This is an optimization exercise on Yosys and OpenROAD, whose aim is small area, not a production implementation. The RTL was checked by simulation tests, not by an equivalence proof against the original design. Power figures rest on the tool's default switching activity, not on a simulated workload.

// fps_top
module fps_top (
    input             clk,
    input             rst,           
    input             reg_we,
    input      [4:0]  reg_addr,
    input      [31:0] reg_wdata,
    output reg [31:0] reg_rdata,
    output     [8:0]  ibuf_addr,
    input      [7:0]  ibuf_rdata,
    output reg        obuf_we,
    output     [8:0]  obuf_addr,
    output reg [7:0]  obuf_wdata,
    output            fdesc_we,
    output     [7:0]  fdesc_addr,
    output     [31:0] fdesc_wdata,
    output            irq
);
    localparam [2:0] OP_CHECKSUM = 3'd0, OP_ENCODE = 3'd1, OP_DECODE_RSP = 3'd2,
                     OP_EXTRACT  = 3'd3, OP_DECODE_FRAME = 3'd4, OP_BAD = 3'd7;
    localparam [2:0] R_OK = 3'd1, R_NOT_FOUND = 3'd2, R_INCOMPLETE = 3'd3,
                     R_ENC_ERR = 3'd4, R_MALFORMED = 3'd5, R_BAD_OP = 3'd6,
                     R_BAD_RANGE = 3'd7;
    localparam [3:0] S_IDLE = 4'd0, S_CHECK = 4'd1, S_HDR = 4'd2, S_FETCH = 4'd3,
                     S_USE = 4'd4, S_POST = 4'd5, S_FD = 4'd6, S_LDC = 4'd7,
                     S_CUR = 4'd8;
    localparam [2:0] P_SEARCH = 3'd0, P_ST = 3'd1, P_CMD = 3'd2, P_LEN = 3'd3,
  ...
Size: ~1000 cells after synthesis, ~150 I/O pins.
==> flow/config.mk <==
export PLATFORM = sky130hd
export DESIGN_NAME = fps_top
export DESIGN_NICKNAME = fps_top
export VERILOG_FILES = /design/flow/design.v
export SDC_FILE = /design/flow/constraint.sdc
export NUM_CORES = 4
export LEC_CHECK = 0
export CAP_MARGIN = 20
export CORE_MARGIN = 2
export CORE_UTILIZATION = 40
export PLACE_DENSITY = 0.6
export SLEW_MARGIN = 20
==> flow/constraint.sdc <==
create_clock -name core_clock -period 8.0 [get_ports {clk}]
set_input_delay 1.6000 -clock core_clock [delete_from_list [all_inputs] [get_ports {clk}]]
set_output_delay 1.6000 -clock core_clock [all_outputs]
set_load 0.01 [all_outputs]
standard.sh (not shown) runs the stock make flow with config.mk's settings and CLKGATE_MAP_FILE= SYNTH_SCRIPT=/design/flow/synth_recipe.tcl, a recipe that flattens the netlist after the stock synthesis.
==> flow/flow/run.sh <==
#!/bin/bash
# Own layout flow: the standard flow (standard.sh) with these changes:
#  - after the standard synthesis, its combinational logic is re-mapped by
#    ABC for area (flow/reabc.ys, flow/area.abc), three runs with different
#    seeds; the smallest result that yosys proves equivalent to the standard
#    synthesis is used (else the standard synthesis). Registers are kept.
#  - port buffers are sky130_fd_sc_hd__buf_1
#  - one tie cell for all constant outputs
#  - clock tree: small clock buffers, no dummy loads
# Every tool's output goes to a log file in this folder.
set -euo pipefail
W=$PWD
R=$W/orfs/results/${FLOW_PLATFORM:-sky130hd}/fps_top/base
YOSYS=$(command -v yosys || echo "$FLOW_HOME/../tools/install/yosys/bin/yosys")
LIB=$FLOW_HOME/platforms/sky130hd/lib/sky130_fd_sc_hd__tt_025C_1v80.lib
KNOBS=(
  "BUFFER_PORTS_ARGS=-buffer_cell sky130_fd_sc_hd__buf_1"
  "SKIP_REPAIR_TIE_FANOUT=1"
  "CTS_ARGS=-sink_clustering_enable -repair_clock_nets -dont_use_dummy_load -buf_list sky130_fd_sc_hd__clkbuf_4 -root_buf sky130_fd_sc_hd__clkbuf_4 -sink_clustering_size 9 -sink_clustering_max_diameter 45"
)
bash standard.sh "${KNOBS[@]}" "$R/1_2_yosys.v" > std_synth.log 2>&1
cp "$R/1_2_yosys.v" "$R/1_2_yosys_std.v"

for S in 1 2 3; do
  sed -e "s/@SEED@/$S/" flow/area.abc > "area_$S.abc"
  sed -e "s#@LIB@#$LIB#g; s#@IN@#$R/1_2_yosys_std.v#; s#@OUT@#$W/remap_$S.v#; s#@ABC@#$W/area_$S.abc#" flow/reabc.ys > "reabc_$S.ys"
  "$YOSYS" -s "reabc_$S.ys" > "reabc_$S.log" 2>&1 &
done
wait || true

best=""
for f in $(for S in 1 2 3; do
             a=$(grep "Chip area for module '.fps_top'" "reabc_$S.log" 2>/dev/null | awk '{print $NF}')
             [[ -n "$a" && -s "remap_$S.v" ]] && echo "$a $S"
           done | sort -g | awk '{print $2}'); do
  sed -e "s#@LIB@#$LIB#g; s#@GOLD@#$R/1_2_yosys_std.v#; s#@GATE@#$W/remap_$f.v#" flow/equiv.ys > "equiv_$f.ys"
  if "$YOSYS" -s "equiv_$f.ys" > "equiv_$f.log" 2>&1; then best=$f; break; fi
done
echo "chosen re-map: ${best:-none (standard synthesis kept)}" > remap_choice.log
if [[ -n "$best" ]]; then
  cp "remap_$best.v" "$R/1_2_yosys.v"
fi

bash standard.sh "${KNOBS[@]}" finish > std_finish.log 2>&1
Other scripts of this flow, unchanged in this note and not shown: flow/flow/area.abc, flow/flow/equiv.ys, flow/flow/reabc.ys
Change:
--- a/flow/design.v
+++ b/flow/design.v
@@ -61,13 +61,13 @@
         wr_tgt  = 3'd5;
         wr_data = {b, acc};
         case (state)
             S_FD: begin                          
                 wr_req  = 1'b1;
                 wr_data = (phase == P_INIT) ? {6'd0, cand}
-                                            : {6'd0, acc[1:0], q[0][7:0] + 8'd1};
+                                            : {q[0][15:8], q[0][7:0] + 8'd1};
             end
             S_CUR: begin                         
                 wr_req  = 1'b1;
                 wr_tgt  = 3'd7;
                 wr_data = {6'd0, cand};
             end
@@ -79,12 +79,16 @@
                         wr_data = {6'd0, cand};
                     end
                     if (phase == P_CMD) begin
                         wr_req = 1'b1;           
                         wr_tgt = 3'd7;
                     end
+                    if (phase == P_RCV) begin
+                        wr_req  = 1'b1;          
+                        wr_data = {acc, b};
+                    end
                 end
                 if (is_frm && j[0] == 1'b0 && j >= 10'd4) begin
                     wr_req = 1'b1;               
                     wr_tgt = j[3:1] - 3'd2;
                 end
             end
@@ -115,43 +119,42 @@
     wire v_frm   = ok && is_frm;
     reg  [2:0]  wsel;
     always @(*) begin
         case (reg_addr[3:0])
             4'd7, 4'd11: wsel = 3'd7;
             4'd9:        wsel = 3'd6;
-            default:     wsel = 3'd5;    
+            default:     wsel = 3'd5;
         endcase
         if (reg_addr[4]) wsel = reg_addr[2:0];
     end
     wire [2:0]  wpos = wsel + c;
     wire rd_full = (reg_addr[4:3] == 2'b10 && v_frm) ||
-                   (reg_addr == 5'd7 && v_rsp);
+                   ((reg_addr == 5'd7 || reg_addr == 5'd8) && v_rsp);
     wire rd_9    = (reg_addr == 5'd9) && v_off;
     wire rd_10   = (reg_addr == 5'd10) && v_ext;
     wire rd_11   = (reg_addr == 5'd11) && v_ext;
     wire rd_en   = rd_full || rd_9 || rd_10 || rd_11;
     reg  [15:0] wr_q;
     integer m;
     always @(*) begin
         wr_q = 16'd0;
         for (m = 0; m < 8; m = m + 1)
             wr_q = wr_q | (q[m] & {16{wpos == m}});
     end
     wire [15:0] wmask = {{6{rd_full}}, rd_full || rd_11, rd_full || rd_9 || rd_11, {8{rd_en}}};
-    wire chk_ok = v_rsp && (acc == r[7:0]);
+    wire chk_ok = v_rsp && (wr_q[15:8] == wr_q[7:0]);
     always @(*) begin
         case (reg_addr)
             5'd0:  reg_rdata = {24'd0, op, 2'b00, irq_en, 1'b0};
             5'd1:  reg_rdata = {23'd0, chk_ok, 1'b0, result, 2'b00, done, busy};
             5'd2:  reg_rdata = {16'd0, in_off};
             5'd3:  reg_rdata = {16'd0, in_len};
             5'd4:  reg_rdata = {24'd0, arg};
             5'd5:  reg_rdata = v_enc ? {23'd0, j[8:0]} : v_rsp ? {24'd0, tb} : 32'd0;
             5'd6:  reg_rdata = {24'd0, v_chk ? acc : 8'd0};
             5'd7:  reg_rdata = {8'd0, v_rsp ? tb : 8'd0, 16'd0};
-            5'd8:  reg_rdata = {16'd0, v_rsp ? {acc, r[7:0]} : 16'd0};
             5'd12: reg_rdata = {24'd0, v_frm ? tb : 8'd0};
             default: reg_rdata = 32'd0;
         endcase
         reg_rdata[15:0] = reg_rdata[15:0] | (wr_q & wmask);
     end
     wire fin_in = (state == S_FETCH) && r0;      
@@ -170,13 +173,13 @@
             obuf_we    = 1'b1;
             obuf_wdata = acc;
         end else if (use_st && (is_enc || (is_rsp && phase == P_PAY)))
             obuf_we = 1'b1;
     end
     wire bad_range = (|in_off[15:10]) || (|in_len[15:10]) ||
-                     (({2'b0, in_off[9:0]} + {2'b0, in_len[9:0]} + 12'd511) >= 12'd1024);
+                     ({1'b0, in_off[9:0]} + {1'b0, in_len[9:0]} > 11'd512);
     task finish(input [2:0] code);
         begin
             done   <= 1'b1;
             result <= code;
             state  <= S_IDLE;
         end
@@ -301,16 +304,13 @@
                             P_LEN: begin
                                 acc   <= acc ^ b;
                                 tb    <= b;
                                 state <= S_POST;
                             end
                             P_PAY: acc <= acc ^ b;
-                            default: begin       
-                                r <= {2'd0, b};
-                                finish(R_OK);
-                            end
+                            default: finish(R_OK);  
                         endcase
                         OP_EXTRACT: begin
                             if (phase == P_END) begin
                                 if (b == 8'h7C) begin
                                     p <= p; j <= j; r <= r;
                                     state <= S_FD;
Design area grows by 0.97%.
Cell count grows by 2.3%.
Routed wire length grows by 0.84%.
Synthesized cell count grows by 3.5%.
Die area grows by 1.2%.
Sequential power is about the same.
Total power shrinks by 1.4%.
Clock skew grows by 5.6 ps.
Utilization shrinks by 0.58 points.

## separate check: timing with driven ports
The results above use ideal ports. As a check the final layouts listed here were re-extracted and re-timed, cells and wires unchanged. Step 1 (the two cells are an assumption about what drives the block):
set clk [get_ports {clk}]
set_driving_cell -lib_cell sky130_fd_sc_hd__clkbuf_16 $clk
set_driving_cell -lib_cell sky130_fd_sc_hd__buf_2 [delete_from_list [all_inputs] $clk]
Step 2 also shifts input and output timing later by t, the mid clock arrival at the registers, as if the neighbouring blocks saw the same clock. a / b / c = ideal ports / drivers / drivers and shift; a / b = the first two.
| run | t, ns | setup WS [ns] | hold slack, ns | worst setup path after step 2 | worst slew at a driven data input, ns |
|---|---|---|---|---|---|
| the first run | 0.690 | 1.300 / 1.253 / 1.253 | 0.311 / 0.311 / 0.311 | input to output | 0.04 |
| the second run | 0.654 | 0.809 / 0.749 / 0.749 | 0.294 / 0.294 / 0.294 | input to output | 0.08 |
After both steps setup and hold are still met in every run listed. The setup slack of the second run, which loses most, moves by -0.060 ns with the drivers and by -0.060 ns with both steps.
